This is an optimization exercise on Yosys and OpenROAD, whose aim is small area and few clock cycles, not a production implementation. Only simulation tests tie the RTL to the original design; equivalence was not proved. Power figures rest on the tool's default switching activity, not on a simulated workload.

`design/flow/flow/area.abc`:
```
strash
ifraig
dc2
strash
&get -n
&dch -f
&nf -a
&put
```
`design/flow/design.v`:
```
module cart_stream (
    input  wire        clk,
    input  wire        rst,
    input  wire        op_valid,
    output wire        op_ready,
    input  wire [1:0]  op_code,
    input  wire [31:0] op_arg,
    output wire        a_valid,
    input  wire        a_ready,
    output reg  [7:0]  a_data,
    output wire        b_valid,
    input  wire        b_ready,
    output reg  [7:0]  b_data,
    input  wire        sa_valid,
    input  wire [7:0]  sa_data,
    input  wire        sb_valid,
    input  wire [7:0]  sb_data,
    output reg         w_valid,
    output reg  [15:0] w_data
);
    localparam [1:0] OP_SETUP   = 2'd0;
    localparam [1:0] OP_RESET   = 2'd1;
    localparam [1:0] OP_SETADDR = 2'd2;
    localparam [1:0] OP_READROM = 2'd3;
    reg        busy_a, busy_b;
    reg [1:0]  op;
    reg [31:0] arg;
    reg [11:0] ca;           
    reg [11:0] cb;           
    reg        fin_a, fin_b;   
    wire xfer_a = busy_a && a_ready;
    wire xfer_b = busy_b && b_ready;
    wire done_a = !busy_a || (a_ready && fin_a);
    wire done_b = !busy_b || (b_ready && fin_b);
    assign op_ready = done_a && done_b;
    wire   op_take  = op_valid && op_ready;
    assign a_valid = busy_a;
    assign b_valid = busy_b;
    wire [7:0] lo_v = ca[5] ? arg[7:0] : arg[23:16];
    reg  [7:0] a_tab;
    always @* begin
        case ({op, ca[5:0]})
            8'd0: a_tab = 8'h86;
            8'd1: a_tab = 8'h02;
            8'd2: a_tab = 8'h00;
            8'd3: a_tab = 8'h80;
            8'd4: a_tab = 8'h98;
            8'd5: a_tab = 8'hF8;
            8'd6: a_tab = 8'h82;
            8'd7: a_tab = 8'h00;
            8'd8: a_tab = 8'h00;
            8'd64: a_tab = 8'h80;
            8'd65: a_tab = 8'h18;
            8'd66: a_tab = 8'hF8;
            8'd67: a_tab = 8'h8F;
            8'd68: a_tab = 8'hC4;
            8'd69: a_tab = 8'h09;
            8'd70: a_tab = 8'h80;
            8'd71: a_tab = 8'h98;
            8'd72: a_tab = 8'hF8;
            8'd128: a_tab = 8'h80;
            8'd129: a_tab = 8'h90;
            8'd130: a_tab = 8'hF8;
            8'd131: a_tab = 8'h82;
            8'd132: a_tab = lo_v;
            8'd133: a_tab = 8'hFF;
            8'd134: a_tab = 8'h80;
            8'd135: a_tab = 8'h98;
            8'd136: a_tab = 8'hF8;
            8'd137: a_tab = 8'h80;
            8'd138: a_tab = 8'hD0;
            8'd139: a_tab = 8'hF8;
            8'd140: a_tab = 8'h80;
            8'd141: a_tab = 8'hD8;
            8'd142: a_tab = 8'hF8;
            8'd143: a_tab = 8'h80;
            8'd144: a_tab = 8'hD0;
            8'd145: a_tab = 8'hF8;
            8'd146: a_tab = 8'h8F;
            8'd147: a_tab = 8'h02;
            8'd148: a_tab = 8'h00;
            8'd149: a_tab = 8'h80;
            8'd150: a_tab = 8'hD8;
            8'd151: a_tab = 8'hF8;
            8'd152: a_tab = 8'h80;
            8'd153: a_tab = 8'h90;
            8'd154: a_tab = 8'hF8;
            8'd155: a_tab = 8'h80;
            8'd156: a_tab = 8'h98;
            8'd157: a_tab = 8'hF8;
            8'd158: a_tab = 8'h80;
            8'd159: a_tab = 8'h90;
            8'd160: a_tab = 8'hF8;
            8'd161: a_tab = 8'h82;
            8'd162: a_tab = lo_v;
            8'd163: a_tab = 8'hFF;
            8'd164: a_tab = 8'h80;
            8'd165: a_tab = 8'h98;
            8'd166: a_tab = 8'hF8;
            8'd167: a_tab = 8'h80;
            8'd168: a_tab = 8'hB0;
            8'd169: a_tab = 8'hF8;
            8'd170: a_tab = 8'h80;
            8'd171: a_tab = 8'hB8;
            8'd172: a_tab = 8'hF8;
            8'd173: a_tab = 8'h80;
            8'd174: a_tab = 8'hB0;
            8'd175: a_tab = 8'hF8;
            8'd176: a_tab = 8'h8F;
            8'd177: a_tab = 8'h02;
            8'd178: a_tab = 8'h00;
            8'd179: a_tab = 8'h80;
            8'd180: a_tab = 8'hB8;
            8'd181: a_tab = 8'hF8;
            8'd182: a_tab = 8'h80;
            8'd183: a_tab = 8'h90;
            8'd184: a_tab = 8'hF8;
            8'd185: a_tab = 8'h80;
            8'd186: a_tab = 8'h98;
            8'd187: a_tab = 8'hF8;
            8'd188: a_tab = 8'h82;
            8'd189: a_tab = 8'h00;
            8'd190: a_tab = 8'h00;
            8'd192: a_tab = 8'h80;
            8'd193: a_tab = 8'h90;
            8'd194: a_tab = 8'hF8;
            8'd195: a_tab = 8'h80;
            8'd196: a_tab = 8'h80;
            8'd197: a_tab = 8'hF8;
            8'd198: a_tab = 8'h8F;
            8'd199: a_tab = 8'h02;
            8'd200: a_tab = 8'h00;
            8'd201: a_tab = 8'h83;
            8'd202: a_tab = 8'h80;
            8'd203: a_tab = 8'h90;
            8'd204: a_tab = 8'hF8;
            8'd205: a_tab = 8'h80;
            8'd206: a_tab = 8'h98;
            8'd207: a_tab = 8'hF8;
            8'd208: a_tab = 8'h80;
            8'd209: a_tab = 8'h90;
            8'd210: a_tab = 8'hF8;
            8'd211: a_tab = 8'h80;
            8'd212: a_tab = 8'h80;
            8'd213: a_tab = 8'hF8;
            8'd214: a_tab = 8'h8F;
            8'd215: a_tab = 8'h02;
            8'd216: a_tab = 8'h00;
            8'd217: a_tab = 8'h83;
            8'd218: a_tab = 8'h80;
            8'd219: a_tab = 8'h90;
            8'd220: a_tab = 8'hF8;
            8'd221: a_tab = 8'h80;
            8'd222: a_tab = 8'h98;
            8'd223: a_tab = 8'hF8;
            8'd224: a_tab = 8'h80;
            8'd225: a_tab = 8'h90;
            8'd226: a_tab = 8'hF8;
            8'd227: a_tab = 8'h80;
            8'd228: a_tab = 8'h80;
            8'd229: a_tab = 8'hF8;
            8'd230: a_tab = 8'h8F;
            8'd231: a_tab = 8'h02;
            8'd232: a_tab = 8'h00;
            8'd233: a_tab = 8'h83;
            8'd234: a_tab = 8'h80;
            8'd235: a_tab = 8'h90;
            8'd236: a_tab = 8'hF8;
            8'd237: a_tab = 8'h80;
            8'd238: a_tab = 8'h98;
            8'd239: a_tab = 8'hF8;
            8'd240: a_tab = 8'h80;
            8'd241: a_tab = 8'h90;
            8'd242: a_tab = 8'hF8;
            8'd243: a_tab = 8'h80;
            8'd244: a_tab = 8'h80;
            8'd245: a_tab = 8'hF8;
            8'd246: a_tab = 8'h8F;
            8'd247: a_tab = 8'h02;
            8'd248: a_tab = 8'h00;
            8'd249: a_tab = 8'h83;
            8'd250: a_tab = 8'h80;
            8'd251: a_tab = 8'h90;
            8'd252: a_tab = 8'hF8;
            8'd253: a_tab = 8'h80;
            8'd254: a_tab = 8'h98;
            8'd255: a_tab = 8'hF8;
            default: a_tab = 8'hxx;
        endcase
    end
    always @* begin
        a_data = a_tab;
        case (op)
            OP_SETUP, OP_RESET: fin_a = (ca[3:0] == 4'd8);
            OP_SETADDR:         fin_a = (ca[5:0] == 6'd62);
            default:            fin_a = (ca == 12'hFFF);
        endcase
    end
    wire [7:0] hi_v = cb[3] ? arg[15:8] : arg[31:24];
    wire       rom_b_wrap = (cb[3:0] == 4'd10);
    reg  [7:0] b_tab;
    always @* begin
        case ({op, cb[4:0]})
            7'd0: b_tab = 8'h86;
            7'd1: b_tab = 8'h02;
            7'd2: b_tab = 8'h00;
            7'd3: b_tab = 8'h80;
            7'd4: b_tab = 8'h10;
            7'd5: b_tab = 8'h10;
            7'd6: b_tab = 8'h82;
            7'd7: b_tab = 8'h00;
            7'd8: b_tab = 8'h00;
            7'd64: b_tab = 8'h88;
            7'd65: b_tab = 8'h82;
            7'd66: b_tab = hi_v;
            7'd67: b_tab = 8'hFF;
            7'd68: b_tab = 8'h88;
            7'd69: b_tab = 8'h88;
            7'd70: b_tab = 8'h8F;
            7'd71: b_tab = 8'h02;
            7'd72: b_tab = 8'h00;
            7'd73: b_tab = 8'h88;
            7'd74: b_tab = 8'h88;
            7'd75: b_tab = 8'h82;
            7'd76: b_tab = hi_v;
            7'd77: b_tab = 8'hFF;
            7'd78: b_tab = 8'h88;
            7'd79: b_tab = 8'h88;
            7'd80: b_tab = 8'h8F;
            7'd81: b_tab = 8'h02;
            7'd82: b_tab = 8'h00;
            7'd83: b_tab = 8'h88;
            7'd84: b_tab = 8'h82;
            7'd85: b_tab = 8'h00;
            7'd86: b_tab = 8'h00;
            7'd96: b_tab = 8'h88;
            7'd97: b_tab = 8'h80;
            7'd98: b_tab = 8'h00;
            7'd99: b_tab = 8'h10;
            7'd100: b_tab = 8'h8F;
            7'd101: b_tab = 8'h02;
            7'd102: b_tab = 8'h00;
            7'd103: b_tab = 8'h83;
            7'd104: b_tab = 8'h80;
            7'd105: b_tab = 8'h10;
            7'd106: b_tab = 8'h10;
            7'd112: b_tab = 8'h88;
            7'd113: b_tab = 8'h80;
            7'd114: b_tab = 8'h00;
            7'd115: b_tab = 8'h10;
            7'd116: b_tab = 8'h8F;
            7'd117: b_tab = 8'h02;
            7'd118: b_tab = 8'h00;
            7'd119: b_tab = 8'h83;
            7'd120: b_tab = 8'h80;
            7'd121: b_tab = 8'h10;
            7'd122: b_tab = 8'h10;
            default: b_tab = 8'hxx;
        endcase
    end
    always @* begin
        b_data = b_tab;
        case (op)
            OP_SETADDR: fin_b = (cb[4:0] == 5'd22);
            OP_READROM: fin_b = rom_b_wrap && (cb[11:4] == 8'hFF);
            default:    fin_b = (cb[3:0] == 4'd8);
        endcase
    end
    always @(posedge clk) begin
        if (rst) begin
            busy_a <= 1'b0;
            busy_b <= 1'b0;
        end else begin
            if (xfer_a && fin_a) busy_a <= 1'b0;
            if (xfer_b && fin_b) busy_b <= 1'b0;
            if (op_take) begin
                busy_a <= 1'b1;
                busy_b <= (op_code != OP_RESET);
            end
        end
    end
    always @(posedge clk) begin
        if (op_take) begin
            op <= op_code;
            arg <= op_arg;
        end
    end
    always @(posedge clk) begin
        if (op_take) begin
            ca <= 12'd0;
        end else if (xfer_a) begin
            ca <= ca + 12'd1;
        end
    end
    always @(posedge clk) begin
        if (op_take) begin
            cb <= 12'd0;
        end else if (xfer_b) begin
            if (op == OP_READROM && rom_b_wrap)
                cb <= {cb[11:4] + 8'd1, 4'd0};
            else
                cb <= cb + 12'd1;
        end
    end
    reg          nonempty;
    reg          ahead_a;
    reg  [7:0]   rp;
    reg  [2047:0] sh;
    wire va = sa_valid;
    wire vb = sb_valid;
    wire from_a = nonempty ? ahead_a : va;       
    wire push = nonempty ? (ahead_a ? va : vb) : (va ^ vb);
    wire pop  = nonempty && (ahead_a ? vb : va);
    wire [7:0] din = from_a ? sa_data : sb_data;
    always @(posedge clk) begin
        if (push) sh <= {sh[2039:0], din};
    end
    wire [15:0] sel_hi = 16'd1 << rp[7:4];
    wire [15:0] sel_lo = 16'd1 << rp[3:0];
    reg  [7:0]  head;
    reg  [7:0]  grp [0:15];
    integer i, j;
    always @* begin
        head = 8'h00;
        for (i = 0; i < 16; i = i + 1) begin
            grp[i] = 8'h00;
            for (j = 0; j < 16; j = j + 1)
                grp[i] = grp[i] | ({8{sel_lo[j]}} & sh[8*(16*i+j) +: 8]);
            head = head | ({8{sel_hi[i]}} & grp[i]);
        end
    end
    always @* begin
        w_valid = nonempty ? pop : (va && vb);
        w_data[7:0]  = (nonempty &&  ahead_a) ? head : sa_data;
        w_data[15:8] = (nonempty && !ahead_a) ? head : sb_data;
    end
    always @(posedge clk) begin
        if (rst) begin
            nonempty <= 1'b0;
        end else begin
            if (push && !pop) begin
                nonempty <= 1'b1;
                if (!nonempty) begin
                    ahead_a <= va;
                    rp <= 8'd0;
                end else begin
                    rp <= rp + 8'd1;
                end
            end else if (pop && !push) begin
                if (rp == 8'd0) nonempty <= 1'b0;
                else rp <= rp - 8'd1;
            end
        end
    end
endmodule
```
`design/flow/config.mk`:
```
export PLATFORM = sky130hd
export DESIGN_NAME = cart_stream
export DESIGN_NICKNAME = cart_stream
export VERILOG_FILES = /design/flow/design.v
export SDC_FILE = /design/flow/constraint.sdc
export NUM_CORES = 4
export LEC_CHECK = 0
export ABC_AREA = 1
export CAP_MARGIN = 20
export CORE_MARGIN = 2
export CORE_UTILIZATION = 65
export CTS_CLUSTER_DIAMETER = 100
export CTS_CLUSTER_SIZE = 25
export SLEW_MARGIN = 20
```
`design/flow/standard.sh`:
```
#!/bin/bash
# synth_recipe.tcl (not shown) runs the flow's synth.tcl, then flattens the netlist and writes it again
# the make line also repeats each setting of config.mk as NAME=value (left out here)
make -C /OpenROAD-flow-scripts/flow DESIGN_CONFIG=/design/flow/config.mk WORK_HOME=/design/flow/orfs CLKGATE_MAP_FILE= SYNTH_SCRIPT=/design/flow/synth_recipe.tcl "${@:-finish}"
```
`design/flow/flow/run.sh`:
```
#!/bin/bash
# Own layout flow: the standard flow's synthesis with an area-oriented abc script for
# the combinational logic, then the standard layout (standard.sh) from
# floorplan to finish. Each tool's output goes to a log file here.
set -euo pipefail
cd "$(dirname "$0")/.."
W=$(pwd)
# synthesis (make runs yosys from the ORFS flow folder; the tcl finds
# synth_recipe.tcl through the absolute path below)
sed "s|\[file join \[pwd\] synth_recipe.tcl\]|$W/synth_recipe.tcl|" flow/own_synth.tcl > own_synth.tcl
cp flow/area.abc area.abc
make -C "$FLOW_HOME" DESIGN_CONFIG="$W/config.mk" WORK_HOME="$W/orfs" CLKGATE_MAP_FILE= \
  SYNTH_SCRIPT="$W/own_synth.tcl" synth > "$W/own_synth.log" 2>&1
# the rest of the layout, the standard flow's own steps
bash standard.sh finish > "$W/standard_layout.log" 2>&1
```
`design/flow/constraint.sdc`:
```
create_clock -name core_clock -period 8.0 [get_ports {clk}]
set_input_delay 1.6000 -clock core_clock [delete_from_list [all_inputs] [get_ports {clk}]]
set_output_delay 1.6000 -clock core_clock [all_outputs]
set_load 0.01 [all_outputs]
```
`design/flow/flow/own_synth.tcl`:
```
# The standard synthesis (synth_recipe.tcl, unchanged), except that the
# technology mapping of the combinational logic runs abc with the area
# oriented script area.abc beside this file. Registers are mapped by
# dfflibmap before abc, exactly as in the standard synthesis.
set own_abc_script [file join [file dirname [file normalize [info script]]] area.abc]
proc abc {args} {
  set i [lsearch -exact $args -script]
  if { $i >= 0 } {
    set args [lreplace $args $i [expr {$i + 1}] -script $::own_abc_script]
  }
  yosys abc {*}$args
}
source [file join [pwd] synth_recipe.tcl]
```
==> parameters.txt, run 1 <==
Parameter                              Value

Logic synthesis
  Number of standard cells after synthesis    3,818
  Number of enable-type register cells in the synthesized netlist    2,091
  Number of warnings reported in the yosys synthesis log    2
  Post-synth cell types    59
  Sequential cell area fraction in the yosys report    83.56%
  Ranking of synthesized cells by area    edfxtp_1 83%, a222oi_1 6.2%, a22oi_1 2.4%, nand3_1 0.88%, dfxtp_1 0.71%
  Leading cell type by number of instances after synthesis    edfxtp_1
  Mapped Nets    between 3,000 and 4,000
  Syn_area_per_cell    a little under 20 µm²
  Register bit count reported by yosys    approximately 2,100
  Post-synth top cells    2,091 x edfxtp_1, 469 x a222oi_1, 243 x a22oi_1, 134 x nand3_1, 123 x nand2_1
  Top flip-flop cell by instance count after synthesis    edfxtp_1
  Share of Yosys cell area claimed by the top area cell type    slightly above 80%
  Cell type with the largest total area after synthesis    edfxtp_1
  FFs w/ async S/R, synth    0%
  Netlist area before placement    75,800 µm²

Layout
  Proportion of layout cells with a drive suffix above 1    under 10%
  Synth-to-layout area growth    8.539%
  Total number of nets in the final design    4,162
  Final standard cell utilization of the core    approximately 71%
  Number of filler cells placed in the layout    approximately 7,000
  Cell area after layout    approximately 80,000 µm²

Place
  Placed wire-length estimate after detailed placement    99.94 mm
  Area after DPL    79,620 µm²
  Placer's final routability congestion estimate    0.8590
  Setup slack after placement    1.856 ns
  I/O Buffers    just over 90

STA
  Fin Clk Skew    0.04185 ns
  TNS Setup    0 ns
  Final hold violation count    0
  Setup repair after global routing missed its margin    no
  Setup violations, final    0
  Slew at the pin with the worst max-slew slack    1.086 ns
  Pins Over Slew Limit    0
  Upper clock frequency limit    142.5 MHz
  Worst slew margin    27.63%
  Least setup slack across all paths after layout    roughly 0.98 ns
  Ratio of final minimum period to clock period    87.70%
  Min Clock Period, post-route    7.016 ns

CTS
  Hold bufs inserted after CTS    0
  CTS Sinks    2,118
  Post-CTS setup repair buffer count    0
  Maximum clock insertion buffer count    3
  Maximum level of the CTS H-tree    3
  Clock buffers created by TritonCTS    94
  CTS root buf    clkbuf_16
  Clock latency at the later pin of the worst-skew pair    0.74 ns
  Clock slew at reported path FFs    0.10 ns
  TritonCTS clock tree    done
  Number of gates resized after CTS    0

Hold path
  Destination of the worst hold path    sh[289]
  Worst min path class    flip-flop to flip-flop
  Hold Path Stages    0
  Startpoint of the worst hold path    sh[281]

Drt
  Number of design-rule violations left by the first detailed-router iteration    between 9,000 and 10,000
  Remaining routing DRC violations    0
  Iteration count of the initial detailed-routing pass    10
  Via-to-Cell Ratio    7.699
  Count of antenna-violating nets left after detailed routing    0
  Count of vias placed by the detailed router    about 43,000
  Total length of routed wires    188.5 mm
  Wire per inst    33.41 µm

Power and ir drop
  Worst-case vdd ir drop    303.3 µV
  Leakage power    about 26 nW
  Power per unit of standard cell area    roughly 350 nW/µm²

Worst setup path
  R2r startpoint    nonempty
  CP startpoint kind    flip-flop
  Maximum fanout along the worst path    44
  End of the worst register-to-register path    sh[1021]
  Data arrival time of the critical path    5.42 ns
  Worst Setup End Kind    output pin
  Cells on worst reg2reg path    7
  Reg2reg setup slack    3.98 ns
  Startpoint-to-endpoint class of the critical path    flip-flop to output pin
  Data required, critical path    6.40 ns

Run
  Number of violations of the max-capacitance limit    0

Floorplan
  IO Count    93
  Effective utilization at floorplan    between 60% and 70%
  Standard-cell row count    125
  Die boundary width    345.5 µm
  Area of the die    119,400 µm²
  DIE HEIGHT    345.5 µm
  Area of the core region    115,900 µm²

Global routing
  Wire length of the first global-routing pass    about 280 mm
  Via count of the first global-routing pass    41,950
  Initial antenna violation count    11
  Total grt overflow    0
  Pin count of the biggest net entering global routing    220
  All-Layer GR Usage    30.92%

Status
  Result of the run  no timing/DRC/antenna violations
[registers in the layout, indices dropped and copies added (netlist names)]
register  cells
busy_b        1
ahead_a       1
arg          32
sh         2048
nonempty      1
op            2
cb           12
ca           12
rp            8
busy_a        1
[placed cells by master (no fill, tap or decap), types with 12 or more instances in the layout]
master	instances
nand2_1	123
o21ai_0	30
clkdlybuf4s50_1	92
nor4_1	16
nor2_1	118
o21bai_1	20
nand4_1	61
nand3b_1	13
a21oi_1	51
a22oi_1	243
nand3_1	132
a222oi_1	469
and3_1	16
o22ai_1	29
buf_4	56
buf_12	22
nor3_1	36
clkinv_1	12
clkbuf_1	16
a221oi_1	17
ha_1	17
nand2b_1	13
clkbuf_16	97
a22o_1	36
a31oi_1	43
edfxtp_1	2091
dfxtp_1	27
and4_1	23
[layout make-up]
type / instances / area (µm²) / area share (%)
clock inverter: 4 / 46.29 / 0.05627
multi-input combinational: 1686 / 12550 / 15.25
clock buffer: 113 / 2487 / 3.024
tap: 1524 / 1907 / 2.318
antenna: 11 / 27.53 / 0.03346
inverter: 14 / 58.81 / 0.07148
timing repair buffer: 173 / 1864 / 2.266
sequential: 2118 / 63330 / 76.98
[worst max-delay path: stages (launching register included)]
cell             delay, ns
edfxtp_1              0.68
ha_1                  0.35
and2_4                0.42
buf_4                 0.41
a222oi_1              0.29
nand3_1               0.11
o31a_1                0.25
nor4_1                0.53
nor3b_1               0.85
a31oi_1               0.18
clkdlybuf4s50_1       0.53
[kinds of logic (layout without fill, tap and decap cells)]
family | after synthesis | count (layout) | share of synthesized area [%]
xor gates and xnor gates | 21 | 21 | 0.2427
muxes | 19 | 19 | 0.2691
and+or+nand+nor | 622 | 622 | 4.275
other | 0 | 11 | 0
AOI/OAI and AO/OA | 1006 | 1006 | 11.29
adders and majority gates | 18 | 18 | 0.2971
DFF | 2118 | 2118 | 83.56
buffers and inverters | 14 | 304 | 0.06933
[power breakdown]
| part | switching, mW | internal [mW] |
|---|---|---|
| combinational | 2.97 | 1.16 |
| sequential | 2.00 | 17.0 |
| clock | 3.20 | 2.21 |
[how the worst max path moves through the flow]
stage | from | endpoint | slack [ns] | cells past startpoint
2_1_floorplan | sb_valid | rp[0] | -30.57 | 6
3_3_place_gp | rp[0] | w_data[8] | 1.94 | 11
3_5_place_dp | rp[2] | w_data[1] | 1.86 | 11
4_1_cts | rp[2] | w_data[1] | 1.02 | 11
5_1_grt | rp[2] | w_data[9] | 0.77 | 11
6_report | rp[2] | w_data[0] | 0.98 | 10
[metal layers]
metal	vias up	track usage, %	wire, µm
met3	314	6.664	24580
li1	17610	-	-
met2	3360	46.16	86140
met4	6	8.647	4866
met1	22160	47.08	72890
met5	-	0	43
[stage by stage]
step | std cells | power [mW] | hold slack, ns
2_1_floorplan | 3818 | 21.91 | 0.4211
3_3_place_gp | 5512 | 22.86 | 0.4276
3_5_place_dp | 5512 | 23.16 | 0.4312
4_1_cts | 5629 | 28.52 | 0.4475
5_1_grt | 5634 | 29.59 | 0.4509
6_report | 5643 | 28.58 | 0.4454
Testbench counts, summed over its fixed seeds: cycles 133,240.
==> run 2: changes to the inputs <==
--- a/design/flow/flow/run.sh
+++ b/design/flow/flow/run.sh
@@ -12,4 +12,7 @@
 make -C "$FLOW_HOME" DESIGN_CONFIG="$W/config.mk" WORK_HOME="$W/orfs" CLKGATE_MAP_FILE= \
   SYNTH_SCRIPT="$W/own_synth.tcl" synth > "$W/own_synth.log" 2>&1
-# the rest of the layout, the standard flow's own steps
-bash standard.sh finish > "$W/standard_layout.log" 2>&1
+# the rest of the layout, the standard flow's own steps, with the smallest buffer on the
+# ports and clock tree synthesis without dummy loads
+bash standard.sh "BUFFER_PORTS_ARGS=-buffer_cell sky130_fd_sc_hd__buf_1" \
+  "CTS_ARGS=-sink_clustering_enable -repair_clock_nets -sink_clustering_size 25 -sink_clustering_max_diameter 100 -dont_use_dummy_load" \
+  finish > "$W/standard_layout.log" 2>&1
==> design/flow/flow/area.abc (replaced) <==
strash
ifraig
dc2
strash
&get -n
&dch -f
&nf -p -R 1000
&put
==> parameters.txt, run 2 <==
Parameter                              Value

Floorplan
  IO Count    93 (unchanged)
  DIE HEIGHT    344.8 µm (-0.21%)
  Area of the core region    115,700 µm² (-0.13%)
  Area of the die    118,900 µm² (-0.42%)
  Standard-cell row count    125 (unchanged)
  Effective utilization at floorplan    65.22% (-0.19 points)
  Die boundary width    344.8 µm (-0.21%)

Worst setup path
  Peak per-stage delay on the critical path    1.00 ns (+0.15 ns)
  Sequence of cells on the critical path    clkinv_1 > ha_1 > and2_4 > buf_12 > a222oi_1 > nand2_1 > a221oi_1 > and3_1 > a21oi_1 > and4b_1 > nand4_1 > nor3_1 > o21ai_0 > buf_1
  Maximum fanout along the worst path    67 (+52%)
  Worst Setup End Kind    output pin
  Data required, critical path    6.40 ns (about the same)
  Startpoint-to-endpoint class of the critical path    flip-flop to output pin
  CP max-delay cell    nor3_1
  CP startpoint kind    flip-flop
  Critical path buffer and inverter count    3 (+1)
  Worst path top cell family by delay    simple AND/OR/NAND/NOR gates
  Data arrival time of the critical path    5.56 ns (+0.14 ns)

STA
  Fin Clk Skew    0.04560 ns (+0.003751 ns)
  Final hold violation count    0 (unchanged)
  Ratio of final minimum period to clock period    89.52% (+1.8 points)
  Slew at the pin with the worst max-slew slack    1.216 ns (+0.1307 ns)
  Worst slew margin    18.30% (-9.3 points)
  Upper clock frequency limit    139.6 MHz (-2.0%)
  Min Clock Period, post-route    7.162 ns (+0.1459 ns)
  TNS Setup    0 ns (unchanged)
  Pins Over Slew Limit    0 (unchanged)
  Setup repair after global routing missed its margin    no
  Setup violations, final    0 (unchanged)

Layout
  Max reg flops    2,048 (unchanged)
  Most common cell after layout, fill and taps aside    edfxtp_1
  Most used cells in the layout excluding fill and tap cells    2,091 x edfxtp_1, 501 x a222oi_1, 189 x nand2_1
  Largest registers    sh (2048), arg (32)
  Synth-to-layout area growth    7.853%
  Number of filler cells placed in the layout    7,240 (+4.3%)
  Total number of nets in the final design    4,171 (+0.22%)
  Largest register by flop count    sh
  Proportion of layout cells with a drive suffix above 1    5.520% (+0.38 points)
  Cell area after layout    81,400 µm² (-1.0%)

Logic synthesis
  FFs w/ async S/R, synth    0% (unchanged)
  Number of enable-type register cells in the synthesized netlist    2,091 (unchanged)
  Ranking of synthesized cells by area    edfxtp_1 83%, a222oi_1 6.6%, a22oi_1 1.9%, nand3_1 1.1%, nand2_1 0.94%
  Share of Yosys cell area claimed by the top area cell type    83.19% (+0.35 points)
  Number of warnings reported in the yosys synthesis log    2 (unchanged)
  Register bit count reported by yosys    2,118 (unchanged)
  Post-synth top cells    2,091 x edfxtp_1, 501 x a222oi_1, 189 x nand2_1, 187 x a22oi_1, 162 x nand3_1
  Post-synth cell types    52 (-12%)
  Leading cell type by number of instances after synthesis    edfxtp_1
  Syn_area_per_cell    19.82 µm² (-0.18%)
  Number of standard cells after synthesis    3,809 (-0.24%)
  Mapped Nets    3,884 (-0.23%)
  Netlist area before placement    75,480 µm² (-0.42%)
  Cell type with the largest total area after synthesis    edfxtp_1
  Top flip-flop cell by instance count after synthesis    edfxtp_1
  Sequential cell area fraction in the yosys report    83.91% (+0.35 points)

Global routing
  All-Layer GR Usage    31.29% (+0.37 points)
  Total grt overflow    0 (unchanged)
  Initial antenna violation count    7 (-4)
  Via count of the first global-routing pass    41,450 (-1.2%)
  Pin count of the biggest net entering global routing    222 (+0.91%)
  Wire length of the first global-routing pass    274.0 mm (-0.41%)

Run
  Number of violations of the max-capacitance limit    0 (unchanged)

Drt
  Remaining routing DRC violations    0 (unchanged)
  Count of antenna-violating nets left after detailed routing    0 (unchanged)
  Count of vias placed by the detailed router    43,160 (-0.66%)
  Total length of routed wires    188.1 mm (-0.20%)
  Wire per inst    33.45 µm (+0.12%)
  Iteration count of the initial detailed-routing pass    10 (unchanged)
  Via-to-Cell Ratio    7.673 (-0.35%)
  Number of design-rule violations left by the first detailed-router iteration    9,635 (+0.53%)

CTS
  Maximum clock insertion buffer count    3 (unchanged)
  CTS root buf    clkbuf_16
  Clock slew at reported path FFs    0.10 ns (about the same)
  Clock latency at the later pin of the worst-skew pair    0.73 ns (about the same)
  Maximum level of the CTS H-tree    3 (unchanged)
  Hold bufs inserted after CTS    0 (unchanged)
  Post-CTS setup repair buffer count    0 (unchanged)
  Number of gates resized after CTS    0 (unchanged)
  CTS Sinks    2,118 (unchanged)
  Clock buffers created by TritonCTS    94 (unchanged)
  TritonCTS clock tree    done

Power and ir drop
  Relative contribution of combinational cells to total power    14.5% (about the same)
  Power per unit of standard cell area    348.6 nW/µm² (+0.32%)
  Fraction of power consumed by sequential logic    67.0% (+0.4 points)
  Net load switching power    8.093 mW (-0.97%)
  Worst-case vdd ir drop    213.3 µV (-30%)
  P_int    20.28 mW (-0.64%)
  Proportion of power drawn by the clock network    18.5% (-0.4 points)
  Switching power as a share of total power    28.52% (-0.068 points)
  Tot Pwr    28.37 mW (-0.73%)
  Leakage power    26.12 nW (-0.31%)

Status
  Result of the run  no timing/DRC/antenna violations

Place
  Area after DPL    79,000 µm² (-0.79%)
  Placed wire-length estimate after detailed placement    101.1 mm (+1.1%)
  Placer's final routability congestion estimate    0.8920 (+3.8%)
  I/O Buffers    92 (unchanged)

Hold path
  Worst min path class    flip-flop to flip-flop
-- run 2: cell types whose count changed after synthesis, moves of 19 or more --
| cell | delta |
|---|---|
| a31oi_1 | -35 |
| a222oi_1 | +32 |
| nor2_1 | -48 |
| a22oi_1 | -56 |
| a22o_1 | -25 |
| nand3_1 | +28 |
| a221oi_1 | +27 |
| nand2_1 | +66 |
| o21ai_0 | +83 |
| nand4_1 | +19 |
| o21bai_1 | -20 |
| and4_1 | -20 |
-- run 2: worst paths after layout --
kind | start | end | slack, ns | cells after the start
worst max register to register | nonempty | sh[1328] | 3.97 | 7
worst max-delay path | rp[2] | w_data[14] | 0.84 | 14
worst min register to register | sh[1995] | sh[2003] | 0.43 | 0
worst min-delay path | sh[1995] | sh[2003] | 0.43 | 0
-- run 2: power groups by stage --
stage	registers [mW]	clock network, mW	logic [mW]
3_3_place_gp	18.9	0	3.97
5_1_grt	19.3	5.67	4.43
3_5_place_dp	19.1	0	4.10
6_report	19.0	5.24	4.12
4_1_cts	18.9	5.33	4.09
2_1_floorplan	19.8	0	2.07
-- run 2: layer usage --
layer,GRT usage [%],wire [µm]
met5,0,13
met4,9.479,5292
met3,5.772,23030
met2,48.32,88040
met1,46.51,71770
-- run 2: cell families (layout without fill, tap and decap cells) --
family | after synthesis | after routing | synth area share [%]
compound gates | 983 | 983 | 11.05
xor+xnor | 23 | 23 | 0.2669
mux | 20 | 20 | 0.2851
fa+ha+maj | 18 | 18 | 0.2984
simple gates | 632 | 632 | 4.121
buf+inv | 15 | 300 | 0.07459
flops | 2118 | 2118 | 83.91
other cells | 0 | 7 | 0
-- run 2: stage by stage --
step                std cells  util [%]  setup WS [ns]  hold WS [ns]
finish                   5625     70.34         0.8382        0.4299
global route             5618     70.32         0.6308        0.4402
CTS                      5617     70.29         0.9188        0.4225
detailed placement       5523     68.26          1.717        0.4326
global placement         5522     68.23          1.870        0.4274
floorplan                3809         -         -30.34        0.4252
-- run 2: area by class of cell --
cell class	count	area (µm²)	share of cell area, %
flip-flops and latches	2118	63330	77.80
inverters	15	62.56	0.07685
repair buffers	191	1445	1.775
multi-input cells	1676	12290	15.10
diodes	7	17.52	0.02152
clock buffers	94	2352	2.890
well taps	1524	1907	2.342
==> run 3: changes to the inputs <==
--- a/design/flow/flow/run.sh
+++ b/design/flow/flow/run.sh
@@ -15,4 +15,4 @@
 # ports and clock tree synthesis without dummy loads
 bash standard.sh "BUFFER_PORTS_ARGS=-buffer_cell sky130_fd_sc_hd__buf_1" \
-  "CTS_ARGS=-sink_clustering_enable -repair_clock_nets -sink_clustering_size 25 -sink_clustering_max_diameter 100 -dont_use_dummy_load" \
+  "CTS_ARGS=-sink_clustering_enable -repair_clock_nets -sink_clustering_size 27 -sink_clustering_max_diameter 100 -dont_use_dummy_load" \
   finish > "$W/standard_layout.log" 2>&1
--- a/design/flow/config.mk
+++ b/design/flow/config.mk
@@ -11,4 +11,5 @@
 export CORE_UTILIZATION = 65
 export CTS_CLUSTER_DIAMETER = 100
-export CTS_CLUSTER_SIZE = 25
+export CTS_CLUSTER_SIZE = 27
+export PLACE_DENSITY = 0.85
 export SLEW_MARGIN = 20
==> parameters.txt, run 3 <==
Parameter                              Value

Status
  Result of the run  no timing/DRC/antenna violations

Global routing
  Via count of the first global-routing pass    41,790 (+0.81%)
  Initial antenna violation count    12 (+5)
  Pin count of the biggest net entering global routing    204 (-8.1%)
  Total grt overflow    0 (unchanged)
  Wire length of the first global-routing pass    265.3 mm (-3.1%)
  All-Layer GR Usage    30.18% (-1.1 points)

Logic synthesis
  Mapped Nets    3,884 (unchanged)
  Share of Yosys cell area claimed by the top area cell type    83.19% (unchanged)
  FFs w/ async S/R, synth    0% (unchanged)
  Post-synth cell types    52 (unchanged)
  Post-synth top cells    2,091 x edfxtp_1, 501 x a222oi_1, 189 x nand2_1, 187 x a22oi_1, 162 x nand3_1
  Number of enable-type register cells in the synthesized netlist    2,091 (unchanged)
  Register bit count reported by yosys    2,118 (unchanged)
  Number of standard cells after synthesis    3,809 (unchanged)
  Leading cell type by number of instances after synthesis    edfxtp_1
  Syn_area_per_cell    19.82 µm² (unchanged)
  Netlist area before placement    75,480 µm² (unchanged)
  Top flip-flop cell by instance count after synthesis    edfxtp_1
  Cell type with the largest total area after synthesis    edfxtp_1
  Ranking of synthesized cells by area    edfxtp_1 83%, a222oi_1 6.6%, a22oi_1 1.9%, nand3_1 1.1%, nand2_1 0.94%
  Sequential cell area fraction in the yosys report    83.91% (unchanged)
  Number of warnings reported in the yosys synthesis log    2 (unchanged)

Drt
  Wire per inst    32.56 µm (-2.6%)
  Remaining routing DRC violations    0 (unchanged)
  Count of vias placed by the detailed router    44,180 (+2.4%)
  Total length of routed wires    183.5 mm (-2.5%)
  Via-to-Cell Ratio    7.841 (+2.2%)
  Iteration count of the initial detailed-routing pass    14 (+4)
  Count of antenna-violating nets left after detailed routing    0 (unchanged)
  Number of design-rule violations left by the first detailed-router iteration    10,960 (+14%)

Layout
  Most common cell after layout, fill and taps aside    edfxtp_1
  Number of filler cells placed in the layout    6,568 (-9.3%)
  Largest register by flop count    sh
  Final instance count without filler cells    5,635 (+0.18%)
  Synth-to-layout area growth    7.427%
  Cell area after layout    81,080 µm² (-0.39%)
  Total number of nets in the final design    4,158 (-0.31%)
  Proportion of layout cells with a drive suffix above 1    5.293% (-0.23 points)
  Most used cells in the layout excluding fill and tap cells    2,091 x edfxtp_1, 501 x a222oi_1, 189 x nand2_1
  Largest registers    sh (2048), arg (32)
  Max reg flops    2,048 (unchanged)

Worst setup path
  Worst Setup End Kind    output pin
  Data required, critical path    6.40 ns (about the same)
  End of the worst register-to-register path    sh[1058]
  Sequence of cells on the critical path    clkinv_1 > ha_1 > nor2b_4 > buf_4 > buf_4 > a222oi_1 > nand2_1 > a221oi_1 > nand3_1 > a221o_1 > a22oi_1 > o2111ai_1 > nor3_1 > o21ai_0 > buf_1
  Data arrival time of the critical path    5.57 ns (about the same)
  Crit path to    w_data[8]
  R2r startpoint    nonempty
  CP max-delay cell    edfxtp_1
  CP startpoint kind    flip-flop
  Startpoint-to-endpoint class of the critical path    flip-flop to output pin
  Maximum fanout along the worst path    37 (-45%)
  Cells on worst reg2reg path    7 (unchanged)
  Peak per-stage delay on the critical path    0.75 ns (-0.25 ns)
  Critical path's most frequent cell    buf_4
  Startpoint of the worst setup timing path    rp[2]
  Reg2reg setup slack    3.89 ns (-0.08 ns)

Floorplan
  Standard-cell row count    125 (unchanged)
  Effective utilization at floorplan    65.22% (unchanged)
  IO Count    93 (unchanged)
  Area of the core region    115,700 µm² (unchanged)
  DIE HEIGHT    344.8 µm (unchanged)
  Die boundary width    344.8 µm (unchanged)
  Area of the die    118,900 µm² (unchanged)

CTS
  Clock buffers created by TritonCTS    88 (-6.4%)
  Post-CTS setup repair buffer count    0 (unchanged)
  Hold bufs inserted after CTS    0 (unchanged)
  Clock slew at reported path FFs    0.11 ns (about the same)
  TritonCTS clock tree    done
  Clock latency at the later pin of the worst-skew pair    0.72 ns (about the same)
  CTS Sinks    2,118 (unchanged)
  Maximum clock insertion buffer count    3 (unchanged)
  Number of gates resized after CTS    0 (unchanged)
  CTS root buf    clkbuf_16
  Maximum level of the CTS H-tree    3 (unchanged)

Place
  Placer's final routability congestion estimate    0.8691 (-2.6%)
  Placed wire-length estimate after detailed placement    100.4 mm (-0.69%)
  I/O Buffers    92 (unchanged)
  Area after DPL    78,810 µm² (-0.24%)
  Number of instances in the placed design    5,517 (-0.11%)

Hold path
  Worst min path class    flip-flop to flip-flop

STA
  Ratio of final minimum period to clock period    89.61% (+0.092 points)
  Min Clock Period, post-route    7.169 ns (+0.007354 ns)
  TNS Setup    0 ns (unchanged)
  Final hold violation count    0 (unchanged)
  Setup violations, final    0 (unchanged)
  Fin Clk Skew    0.05415 ns (+0.008548 ns)
  Setup repair after global routing missed its margin    no
  Worst slew margin    20.06% (+1.8 points)
  Slew at the pin with the worst max-slew slack    1.193 ns (-0.02356 ns)
  Pins Over Slew Limit    0 (unchanged)
  Final Hold Slack    0.4203 ns (-0.009655 ns)
  Upper clock frequency limit    139.5 MHz (-0.10%)

Power and ir drop
  Power per unit of standard cell area    348.9 nW/µm² (about the same)
  Tot Pwr    28.29 mW (-0.30%)
  Leakage power    25.96 nW (-0.58%)
  Worst-case vdd ir drop    285.1 µV (+34%)

Run
  Number of violations of the max-capacitance limit    0 (unchanged)
==> run 3: power by group <==
group	total, mW	internal (mW)	switching (mW)	leakage [nW]
combinational	4.04	1.10	2.95	4.32
sequential	19.2	17.1	2.11	20.6
clock	5.08	1.98	3.10	1.08
total	28.3	20.1	8.16	26.0
==> run 3: kinds of logic after synthesis <==
kind of cell    after synthesis  synth area share (%)
buf+inv                      15               0.07459
simple gates                632                 4.121
flops                      2118                 83.91
compound gates              983                 11.05
fa+ha+maj                    18                0.2984
xor+xnor                     23                0.2669
mux                          20                0.2851
==> run 3: worst min-delay path by stage <==
stage | start | to | cells after the start
floorplan | sh[1001] | sh[1009] | 0
global placement | sh[1951] | sh[1959] | 0
detailed placement | sh[50] | sh[58] | 0
CTS | sh[798] | sh[806] | 0
global route | sh[1717] | sh[1725] | 0
finish | sh[1717] | sh[1725] | 0
==> run 3: routing by layer <==
metal	up-vias	GRT usage, %	share of wire (%)
li1	17540	-	-
met1	21490	43.71	34
met2	4643	44.79	46
met3	508	7.608	17
met4	0	12.42	3.4
met5	-	0	0
==> run 3: layout make-up <==
| type | count | area, µm² | share of cell area [%] |
|---|---|---|---|
| well taps | 1524 | 1907 | 2.352 |
| repair buffers | 184 | 1224 | 1.509 |
| diodes | 30 | 75.07 | 0.09259 |
| flip-flops and latches | 2118 | 63330 | 78.11 |
| inverters | 15 | 62.56 | 0.07716 |
| clock buffers | 88 | 2202 | 2.716 |
| multi-input cells | 1676 | 12280 | 15.15 |
==> run 3: metrics by stage <==
stage | setup slack [ns] | util (%)
after floorplan | -30.34 | -
after detailed placement | 1.612 | 68.09
after global placement | 1.919 | 68.09
final | 0.8309 | 70.06
after CTS | 0.8641 | 69.99
after global routing | 0.5441 | 70.00
==> run 3: critical path: cells and delay by family, from the launching register on <==
family	cells	cell delay, ns
AOI/OAI and AO/OA	6	1.59
adders and majority gates	1	0.29
buffers and inverters	4	1.27
DFF	1	0.75
and+or+nand+nor	4	0.93
==> run 4: changes to the inputs <==
--- a/design/flow/config.mk
+++ b/design/flow/config.mk
@@ -12,4 +12,3 @@
 export CTS_CLUSTER_DIAMETER = 100
 export CTS_CLUSTER_SIZE = 27
-export PLACE_DENSITY = 0.85
 export SLEW_MARGIN = 20
==> parameters.txt, run 4 <==
Parameter                              Value

Worst setup path
  Critical path buffer and inverter count    3 (-1)
  Peak per-stage delay on the critical path    0.99 ns (+0.24 ns)
  Startpoint-to-endpoint class of the critical path    flip-flop to output pin
  Worst path top cell family by delay    simple AND/OR/NAND/NOR gates
  CP max-delay cell    nor3_1
  Maximum fanout along the worst path    67 (+81%)
  CP startpoint kind    flip-flop
  Data required, critical path    6.40 ns (about the same)
  Sequence of cells on the critical path    clkinv_1 > ha_1 > and2_4 > buf_12 > a222oi_1 > nand2_1 > a221oi_1 > and3_1 > a21oi_1 > and4b_1 > nand4_1 > nor3_1 > o21ai_0 > buf_1
  Cell count along the critical path    14 (-1)
  Cells on worst reg2reg path    7 (unchanged)
  Data arrival time of the critical path    5.55 ns (-0.02 ns)
  Worst Setup End Kind    output pin

Logic synthesis
  Ranking of synthesized cells by area    edfxtp_1 83%, a222oi_1 6.6%, a22oi_1 1.9%, nand3_1 1.1%, nand2_1 0.94%
  Share of Yosys cell area claimed by the top area cell type    83.19% (unchanged)
  Mapped Nets    3,884 (unchanged)
  Number of standard cells after synthesis    3,809 (unchanged)
  Leading cell type by number of instances after synthesis    edfxtp_1
  FFs w/ async S/R, synth    0% (unchanged)
  Post-synth cell types    52 (unchanged)
  Adder-cell area share of the yosys netlist    0.2984% (unchanged)
  Netlist area before placement    75,480 µm² (unchanged)
  Syn_area_per_cell    19.82 µm² (unchanged)
  Number of enable-type register cells in the synthesized netlist    2,091 (unchanged)
  Sequential cell area fraction in the yosys report    83.91% (unchanged)
  Number of warnings reported in the yosys synthesis log    2 (unchanged)
  Post-synth top cells    2,091 x edfxtp_1, 501 x a222oi_1, 189 x nand2_1, 187 x a22oi_1, 162 x nand3_1
  Mux share of post-synthesis cell area    0.2851% (unchanged)
  Cell type with the largest total area after synthesis    edfxtp_1
  Register bit count reported by yosys    2,118 (unchanged)
  Xor/xnor cell area share of the yosys netlist    0.2669% (unchanged)
  Fraction of the mapped netlist area in compound gates    11.05% (unchanged)
  Dominant combinational cell family by area after synthesis    compound AO/OA/AOI/OAI gates
  Top flip-flop cell by instance count after synthesis    edfxtp_1
  Synthesized-area fraction occupied by and/or/nand/nor cells    4.121% (unchanged)

Layout
  Synth-to-layout area growth    7.659%
  Final instance count without filler cells    5,617 (-0.32%)
  Most common cell after layout, fill and taps aside    edfxtp_1
  Cell area after layout    81,260 µm² (+0.22%)
  Max reg flops    2,048 (unchanged)
  Most used cells in the layout excluding fill and tap cells    2,091 x edfxtp_1, 501 x a222oi_1, 189 x nand2_1
  Total number of nets in the final design    4,166 (+0.19%)
  Largest registers    sh (2048), arg (32)
  Proportion of layout cells with a drive suffix above 1    5.405% (+0.11 points)
  Largest register by flop count    sh

Global routing
  Initial antenna violation count    7 (-5)
  All-Layer GR Usage    31.24% (+1.1 points)
  Pin count of the biggest net entering global routing    222 (+8.8%)
  Total grt overflow    0 (unchanged)
  Via count of the first global-routing pass    41,270 (-1.2%)
  Wire length of the first global-routing pass    273.5 mm (+3.1%)

Place
  Number of instances in the placed design    5,523 (+0.11%)
  I/O Buffers    92 (unchanged)
  Placer's final routability congestion estimate    0.8920 (+2.6%)
  Setup slack after placement    1.717 ns (+0.1054 ns)
  Placed wire-length estimate after detailed placement    101.1 mm (+0.70%)
  Area after DPL    79,000 µm² (+0.24%)

Floorplan
  Area of the core region    115,700 µm² (unchanged)
  Effective utilization at floorplan    65.22% (unchanged)
  Area of the die    118,900 µm² (unchanged)
  IO Count    93 (unchanged)
  Die boundary width    344.8 µm (unchanged)
  Standard-cell row count    125 (unchanged)
  DIE HEIGHT    344.8 µm (unchanged)

Drt
  Count of antenna-violating nets left after detailed routing    0 (unchanged)
  Highest metal layer with signal wires    met5
  Number of design-rule violations left by the first detailed-router iteration    9,337 (-15%)
  Detailed-route wire length on metal 1    71.41 mm (+13%)
  Remaining routing DRC violations    0 (unchanged)
  Wire per inst    33.40 µm (+2.6%)
  Via-to-Cell Ratio    7.670 (-2.2%)
  Total length of routed wires    187.6 mm (+2.3%)
  Wire length on met3    22.40 mm (-26%)
  Wire length on met2    88.37 mm (+5.5%)
  Iteration count of the initial detailed-routing pass    12 (-2)
  Count of vias placed by the detailed router    43,080 (-2.5%)

Power and ir drop
  Leakage power    26.05 nW (+0.33%)
  Power per unit of standard cell area    347.1 nW/µm² (-0.50%)
  Worst-case vdd ir drop    229.7 µV (-19%)

CTS
  Hold bufs inserted after CTS    0 (unchanged)
  Maximum level of the CTS H-tree    3 (unchanged)
  Clock latency at the later pin of the worst-skew pair    0.73 ns (about the same)
  Post-CTS setup repair buffer count    0 (unchanged)
  Number of gates resized after CTS    0 (unchanged)
  Maximum clock insertion buffer count    3 (unchanged)
  Clock slew at reported path FFs    0.10 ns (about the same)
  CTS root buf    clkbuf_16
  TritonCTS clock tree    done
  CTS Sinks    2,118 (unchanged)
  Clock buffers created by TritonCTS    88 (unchanged)

STA
  TNS Setup    0 ns (unchanged)
  Worst slew margin    19.52% (-0.54 points)
  Setup repair after global routing missed its margin    no
  Upper clock frequency limit    139.9 MHz (+0.28%)
  Setup violations, final    0 (unchanged)
  Final hold violation count    0 (unchanged)
  Ratio of final minimum period to clock period    89.36% (-0.25 points)
  Fin Clk Skew    0.03981 ns (-0.01434 ns)
  Pins Over Slew Limit    0 (unchanged)
  Least setup slack across all paths after layout    0.8511 ns (+0.02023 ns)
  Min Clock Period, post-route    7.149 ns (-0.02023 ns)
  Slew at the pin with the worst max-slew slack    1.198 ns (+0.005311 ns)

Hold path
  Hold Path Stages    0 (unchanged)
  Worst min path class    flip-flop to flip-flop

Status
  Result of the run  no timing/DRC/antenna violations

Run
  Number of violations of the max-capacitance limit    0 (unchanged)
## run 4: cell count changes in the layout (fill, tap and decap cells not counted), sizes merged
| cell | delta |
|---|---|
| buf | +8 |
| diode | -26 |
## run 4: path summary, 6_finish.rpt
kind,start,to,slack [ns]
max,rp[2],w_data[14],0.85
min,sh[1123],sh[1131],0.44
max reg2reg,nonempty,sh[1184],3.95
min reg2reg,sh[1123],sh[1131],0.44
## run 4: stage by stage
step	utilization [%]	total power, mW	hold WS (ns)
final	70.21	28.21	0.4363
after global routing	70.20	29.23	0.4437
after CTS	70.16	28.17	0.4333
after detailed placement	68.26	23.17	0.4326
after global placement	68.23	22.88	0.4274
after floorplan	-	21.91	0.4252
## run 4: logic make-up (layout without fill, tap and decap cells)
family | after synthesis | after routing
xor+xnor | 23 | 23
buf+inv | 15 | 295
simple gates | 632 | 632
other cells | 0 | 4
fa+ha+maj | 18 | 18
compound gates | 983 | 983
mux | 20 | 20
flops | 2118 | 2118
## run 4: power breakdown
| group | leakage [nW] | total [mW] | internal [mW] | switching [mW] |
|---|---|---|---|---|
| Combinational | 4.41 | 4.12 | 1.15 | 2.97 |
| Sequential | 20.6 | 19.0 | 17.0 | 1.98 |
| Clock | 1.08 | 5.09 | 1.98 | 3.10 |
| Total | 26.0 | 28.2 | 20.2 | 8.05 |
## run 4: cell type report
cell class                 instances  area [µm²]
sequential                      2118       63330
fill                            7253       34480
multi-input combinational       1676       12290
clock buffer                      88        2202
tap                             1524        1907
timing repair buffer             192        1456
inverter                          15       62.56
antenna                            4       10.01
## run 4: per-layer routing
metal	vias to the layer above	global-route usage [%]
met5	-	0
met2	3247	48.22
met4	4	8.911
met1	22030	46.67
li1	17520	-
met3	284	5.810
## run 4: worst register-to-register path, delay by kind of cell (launching register included)
family                 cells  cell delay (ns)
AOI/OAI and AO/OA          2             0.55
and+or+nand+nor            1             0.35
DFF                        1             0.59
buffers and inverters      4             2.04

==> static timing again, ports no longer ideal <==
How much do the figures lean on ideal ports? The routed layouts below were timed once more, with nothing changed but the port constraints.
Step 1 sets driving cells, clkbuf_16 on the clock port and buf_2 on the other inputs (assumed; they add their load-dependent delay and slew).
Step 2 also shifts input and output timing later by t, the mid clock arrival at the registers, as if the neighbouring blocks saw the same clock.
Slacks: ideal / step 1 / step 2; pairs: ideal / step 1.
| run | t, ns | setup WS [ns] | worst hold slack (ns) | worst setup path after step 2 | cell pins on the clock port's net |
|---|---|---|---|---|---|
| run 1 | 0.797 | 0.984 / 0.905 / 1.702 | 0.445 / 0.445 / 0.445 | register to output | 1 |
| run 2 | 0.770 | 0.838 / 0.768 / 1.538 | 0.430 / 0.430 / 0.430 | register to output | 1 |
| run 3 | 0.752 | 0.831 / 0.761 / 1.513 | 0.420 / 0.420 / 0.420 | register to output | 1 |
| run 4 | 0.767 | 0.851 / 0.777 / 1.544 | 0.436 / 0.436 / 0.436 | register to output | 1 |
After both steps every run listed still meets setup and hold.
